This design comes from an exercise in tuning for small area, a short achievable clock period and few clock cycles per item on the open sky130 flow, not from production work.
Where RTL was checked, it was by simulation tests only, not by an equivalence proof against the original.

== job 4151 ==
## hdrs_dec
module hdrs_dec (
    input  wire        clk,
    input  wire        rst,
    input  wire        cmd_valid,
    output wire        cmd_ready,
    input  wire        cmd_op,         
    input  wire        cmd_crc_init,   
    input  wire [4:0]  cmd_nsym,
    input  wire        in_valid,
    output wire        in_ready,
    input  wire [7:0]  in_data,
    output wire        val_valid,
    input  wire        val_ready,
    output wire [31:0] val_data,
    output wire        done,
    output wire [1:0]  done_code,      
    output wire [3:0]  done_sym,
    output wire [9:0]  done_info,
    output wire [4:0]  done_count,
    output wire [6:0]  done_bytes,
    output wire [31:0] done_crc
);
Size in the first run: roughly 3,700 cells after synthesis, roughly 860 flip-flops, about 120 I/O pins.
==> flow/config.mk <==
export PLATFORM = sky130hd
export DESIGN_NAME = hdrs_dec
export DESIGN_NICKNAME = hdrs_dec
export VERILOG_FILES = /design/flow/design.v
export SDC_FILE = /design/flow/constraint.sdc
export NUM_CORES = 4
export LEC_CHECK = 0
export ABC_AREA = 1
export CAP_MARGIN = 20
export CORE_MARGIN = 2
export CORE_UTILIZATION = 50
export CTS_CLUSTER_DIAMETER = 80
export CTS_CLUSTER_SIZE = 24
export GPL_TIMING_DRIVEN = 0
export PLACE_DENSITY = 0.65
export SETUP_SLACK_MARGIN = 4.5
export SLEW_MARGIN = 20
export TNS_END_PERCENT = 5
==> flow/constraint.sdc <==
create_clock -name core_clock -period 8.0 [get_ports {clk}]
set_input_delay 1.6000 -clock core_clock [delete_from_list [all_inputs] [get_ports {clk}]]
set_output_delay 1.6000 -clock core_clock [all_outputs]
set_load 0.01 [all_outputs]
run.sh (not shown) runs the stock make flow with config.mk's settings and CLKGATE_MAP_FILE= SYNTH_SCRIPT=/design/flow/synth_recipe.tcl, a recipe that flattens the netlist after the stock synthesis.
Testbench counts of job 4151, summed over its fixed seeds: cycles 14,081, symbols 9,235.
#### Input delta (job 5845 over job 4151)
# job 4151
export LEC_CHECK = 0
export ABC_AREA = 1
export CAP_MARGIN = 20
export CORE_MARGIN = 2
export CORE_UTILIZATION = 50
export CTS_CLUSTER_DIAMETER = 80
export CTS_CLUSTER_SIZE = 24
export GPL_TIMING_DRIVEN = 0
export PLACE_DENSITY = 0.65
export SETUP_SLACK_MARGIN = 4.5
export SLEW_MARGIN = 20
export TNS_END_PERCENT = 5
create_clock -name core_clock -period 8.0 [get_ports {clk}]
# job 5845
export LEC_CHECK = 0
export ABC_AREA = 1
export CAP_MARGIN = 20
export CORE_MARGIN = 2
export CORE_UTILIZATION = 50
export CTS_CLUSTER_DIAMETER = 80
export CTS_CLUSTER_SIZE = 24
export PLACE_DENSITY = 0.65
export SETUP_SLACK_MARGIN = 4.5
export SLEW_MARGIN = 20
export TNS_END_PERCENT = 5
create_clock -name core_clock -period 8.0 [get_ports {clk}]
Results
Between job 4151 and job 5845, the proportion of cell area occupied by multi-input gates does not differ in any meaningful way. Job 5845 vs. job 4151: routed metal-1 wire length went down by about 2.8%. Relative to job 4151, the post-detailed-placement half-perimeter wirelength measured on job 5845 has decreased by more than 10%. Comparing job 5845 and job 4151, final standard cell area without fillers is lower on job 5845. Lower critical path buffer and inverter count goes to job 5845 over job 4151. Compared with job 4151, in job 5845 worst setup margin grew by 0.14 ns; placer congestion estimate shrank by 2.5%; delay contributed by the slowest stage of the critical path held steady. Clock input transition at the sequential cells of the worst setup and hold paths across job 5845 and job 4151: no real change. Non-clock buffer count: lower on job 5845.
> inputs changed (job 5845 -> job 3538)
# job 5845
export LEC_CHECK = 0
export ABC_AREA = 1
export CAP_MARGIN = 20
export CORE_MARGIN = 2
export CORE_UTILIZATION = 50
export CTS_CLUSTER_DIAMETER = 80
export CTS_CLUSTER_SIZE = 24
export PLACE_DENSITY = 0.65
export SETUP_SLACK_MARGIN = 4.5
export SLEW_MARGIN = 20
export TNS_END_PERCENT = 5
create_clock -name core_clock -period 8.0 [get_ports {clk}]
# job 3538
export LEC_CHECK = 0
export ABC_AREA = 1
export CAP_MARGIN = 20
export CORE_MARGIN = 2
export CORE_UTILIZATION = 55
export CTS_CLUSTER_DIAMETER = 80
export CTS_CLUSTER_SIZE = 24
export PLACE_DENSITY = 0.7
export SETUP_SLACK_MARGIN = 4.5
export SLEW_MARGIN = 20
export TNS_END_PERCENT = 10
create_clock -name core_clock -period 8.0 [get_ports {clk}]
Notes after the runs:
Post-route clock skew for job 3538 is lower than for job 5845. Job 3538 vs. job 5845: multi-input gate area in the final layout went up by 160 um^2. Against job 5845, final design area excluding fillers in job 3538 rose slightly. Changes observed in job 3538 relative to job 5845: number of vias per cell moved up, clock period minus worst slack moved up.

Another version of the RTL of hdrs_dec (not shown whole).
Size in the first run: about 3900 cells after synthesis, ~860 flip-flops, about 120 I/O pins, ~0.039 mm2 of cells after synthesis.
// hdrs_dec
module hdrs_dec (
    input  wire        clk,
    input  wire        rst,
    input  wire        cmd_valid,
    output wire        cmd_ready,
    input  wire        cmd_op,         
    input  wire        cmd_crc_init,   
    input  wire [4:0]  cmd_nsym,
    input  wire        in_valid,
    output wire        in_ready,
    input  wire [7:0]  in_data,
    output wire        val_valid,
    input  wire        val_ready,
    output wire [31:0] val_data,
    output wire        done,
    output wire [1:0]  done_code,      
    output wire [3:0]  done_sym,
    output wire [9:0]  done_info,
    output wire [4:0]  done_count,
    output wire [6:0]  done_bytes,
    output wire [31:0] done_crc
);
    localparam FD = 6;               
    function [31:0] crc_update;
        input [31:0] st;
        input [7:0]  b;
        integer k;
        reg [31:0] c;
        begin
            c = st ^ {24'd0, b};
            for (k = 0; k < 8; k = k + 1)
                c = c[0] ? ((c >> 1) ^ 32'hEDB88320) : (c >> 1);
  ...
clock: 8.0 ns
lec_check: 0
abc_area: 1
cap_margin: 20
core_margin: 2
core_utilization: 50
cts_cluster_diameter: 80
cts_cluster_size: 24
place_density: 0.65
setup_slack_margin: 4.5
slew_margin: 20
standard.sh (not shown) runs the stock make flow with config.mk's settings and CLKGATE_MAP_FILE= SYNTH_SCRIPT=/design/flow/synth_recipe.tcl, a recipe that flattens the netlist after the stock synthesis.
==> flow/flow/run.sh <==
#!/bin/bash
# Standard layout; the port buffers use a small plain buffer cell instead of the
# delay buffer the resizer picks by default.
set -e
export BUFFER_PORTS_ARGS="-buffer_cell sky130_fd_sc_hd__buf_2"
bash standard.sh > standard.log 2>&1
Testbench counts at the start, summed over its fixed seeds: cycles 14,081, symbols 9,235.
Next try:
==> flow/run.sh (new file) <==
#!/bin/bash
# synth_recipe.tcl (not shown) runs the flow's synth.tcl, then flattens the netlist and writes it again
# the make line also repeats each setting of config.mk as NAME=value (left out here)
make -C /OpenROAD-flow-scripts/flow DESIGN_CONFIG=/design/flow/config.mk WORK_HOME=/design/flow/orfs CLKGATE_MAP_FILE= SYNTH_SCRIPT=/design/flow/synth_recipe.tcl finish
removed: flow/flow/run.sh
removed: flow/standard.sh
=> The changed run completed with no timing, DRC or antenna violations. Sequential share of layout area falls by 0.99 points. Cell area rises slightly. Fmax rises by a few percent.

v6:
Another version of the RTL of hdrs_dec (not shown whole).
Size in the first run: ~3700 cells after synthesis, ~850 flip-flops, roughly 120 I/O pins, about 0.039 mm2 of cells after synthesis.
Settings: LEC_CHECK=0, ABC_AREA=1, CAP_MARGIN=20, CORE_MARGIN=2, CORE_UTILIZATION=50, CTS_CLUSTER_DIAMETER=80, CTS_CLUSTER_SIZE=24, PLACE_DENSITY=0.65, SETUP_SLACK_MARGIN=4.5, SLEW_MARGIN=20; clock period 8.0 ns.
run.sh (not shown) runs the stock make flow with config.mk's settings and CLKGATE_MAP_FILE= SYNTH_SCRIPT=/design/flow/synth_recipe.tcl, a recipe that flattens the netlist after the stock synthesis.
Stock flow here: none of the scripts above is used.
v6 ran to completion and came out clean on the timing, design-rule and antenna checks.
--- input diff v6..v7 ---
--- a/flow/config.mk
+++ b/flow/config.mk
@@ -11,4 +11,2 @@
 export CORE_UTILIZATION = 50
-export CTS_CLUSTER_DIAMETER = 80
-export CTS_CLUSTER_SIZE = 24
 export PLACE_DENSITY = 0.65
### Flow results
v7 completed end to end with timing, DRC and antenna clean. The required time at the worst-slack endpoint reported for v7 is greater than that of v6 by 0.02 ns. Looking only at met1 global-route usage, and setting everything else aside, the higher value of v7 and v6 goes to v7.
No functional check of the RTL was part of any run of this note.

Another version of the RTL of hdrs_dec (not shown whole).
Size in the first run: ~860 flip-flops.
## hdrs_dec
module hdrs_dec (
    input  wire        clk,
    input  wire        rst,
    input  wire        cmd_valid,
    output wire        cmd_ready,
    input  wire        cmd_op,         
    input  wire        cmd_crc_init,   
    input  wire [4:0]  cmd_nsym,
    input  wire        in_valid,
    output wire        in_ready,
    input  wire [7:0]  in_data,
    output wire        val_valid,
    input  wire        val_ready,
    output wire [31:0] val_data,
    output wire        done,
    output wire [1:0]  done_code,      
    output wire [3:0]  done_sym,
    output wire [9:0]  done_info,
    output wire [4:0]  done_count,
    output wire [6:0]  done_bytes,
    output wire [31:0] done_crc
);
Settings: LEC_CHECK=0, ABC_AREA=1, CAP_MARGIN=20, CORE_MARGIN=2, CORE_UTILIZATION=50, CTS_CLUSTER_DIAMETER=80, CTS_CLUSTER_SIZE=24, PLACE_DENSITY=0.65, SETUP_SLACK_MARGIN=4.75, SLEW_MARGIN=20, TNS_END_PERCENT=5; clock period 8.0 ns.
Testbench counts at the start, summed over its fixed seeds: cycles 13,733, symbols 9,235.
Rerun with:
SETUP_SLACK_MARGIN = 4.5   (was 4.75)
Result: The changed run completed without violations. Wire length is lower by 1.2%. Register-to-register slack hardly moves. Synthesized cell count is unchanged. Fmax stays flat. Cell count is lower by 0.55%. Design area is lower by about 1.1%. First-iteration DRC count is lower by 3.1%.

RTL: one of the versions met above, not the one the previous note started from.
For scale: ~3700 cells after synthesis.
// hdrs_dec
module hdrs_dec (
    input  wire        clk,
    input  wire        rst,
    input  wire        cmd_valid,
    output wire        cmd_ready,
    input  wire        cmd_op,         
    input  wire        cmd_crc_init,   
    input  wire [4:0]  cmd_nsym,
    input  wire        in_valid,
    output wire        in_ready,
    input  wire [7:0]  in_data,
    output wire        val_valid,
    input  wire        val_ready,
    output wire [31:0] val_data,
    output wire        done,
    output wire [1:0]  done_code,      
    output wire [3:0]  done_sym,
    output wire [9:0]  done_info,
    output wire [4:0]  done_count,
    output wire [6:0]  done_bytes,
    output wire [31:0] done_crc
);
Settings: LEC_CHECK=0, ABC_AREA=1, CAP_MARGIN=20, CORE_MARGIN=2, CORE_UTILIZATION=50, CTS_CLUSTER_DIAMETER=80, CTS_CLUSTER_SIZE=24, PLACE_DENSITY=0.65, SETUP_SLACK_MARGIN=5, SLEW_MARGIN=20; clock period 8.0 ns.
Testbench counts at the start, summed over its fixed seeds: cycles 14,081, symbols 9,235.
Then changed:
SETUP_SLACK_MARGIN = 4.5   (was 5)
After rerunning:
- maximum frequency rose slightly
- clock skew hardly moves
- register-to-register slack improves by 0.03 ns
- worst setup slack improves by 0.032 ns
Then changed:
TNS_END_PERCENT = 0   (was not set)
Count of clock-buffer cells in the layout goes up by 1.
Flip-flop and latch count does not change.
Synthesized cell count stays the same.
Clock skew barely changes.
Routed wire length goes down by 5.7%.
Worst hold slack is about the same.
Die area stays the same.
Via count goes down by 3.3%.

[static timing again, ports no longer ideal]
No port has a modelled driver above. Below, the same layouts with a new extraction and two added sets of constraints.
Step 1 sets driving cells, clkbuf_16 on the clock port and buf_2 on the other inputs (assumed; they add their load-dependent delay and slew).
Step 2 adds t to the input delays and takes it off the output delays; t is the mean of the earliest and latest rising clock arrival at the registers after step 1. Input paths then give back, and output paths get back, about the clock's delay inside the block.
Three values: ideal, step 1, step 2; two values: the first two.
run | t (ns) | slack for setup (ns) | hold slack, ns
job 4151 | 0.681 | 3.720 / 3.720 / 3.491 | 0.401 / 0.401 / 0.401
job 5845 | 0.697 | 3.862 / 3.862 / 3.862 | 0.414 / 0.414 / 0.414
job 3538 | 0.685 | 3.736 / 3.736 / 3.736 | 0.419 / 0.419 / 0.419
the first run of note 2 | 0.700 | 3.833 / 3.833 / 3.833 | 0.419 / 0.419 / 0.419
the second run of note 2 | 0.693 | 3.953 / 3.953 / 3.953 | 0.409 / 0.409 / 0.409
v6 | 0.692 | 4.050 / 4.050 / 4.050 | 0.414 / 0.414 / 0.414
v7 | 0.712 | 3.919 / 3.919 / 3.919 | 0.396 / 0.396 / 0.396
the first run of note 4 | 0.681 | 3.945 / 3.945 / 3.945 | 0.413 / 0.413 / 0.413
the second run of note 4 | 0.686 | 3.955 / 3.955 / 3.955 | 0.411 / 0.411 / 0.411
the first run of note 5 | 0.699 | 3.851 / 3.851 / 3.851 | 0.397 / 0.397 / 0.397
the second run of note 5 | 0.686 | 3.884 / 3.884 / 3.884 | 0.401 / 0.401 / 0.401
the third run of note 5 | 0.701 | 3.625 / 3.625 / 3.625 | 0.402 / 0.402 / 0.402
After both steps every run listed still meets setup and hold. For job 4151, which loses most, drivers alone change the setup slack by 0.000 ns; drivers and shift together by -0.229 ns.
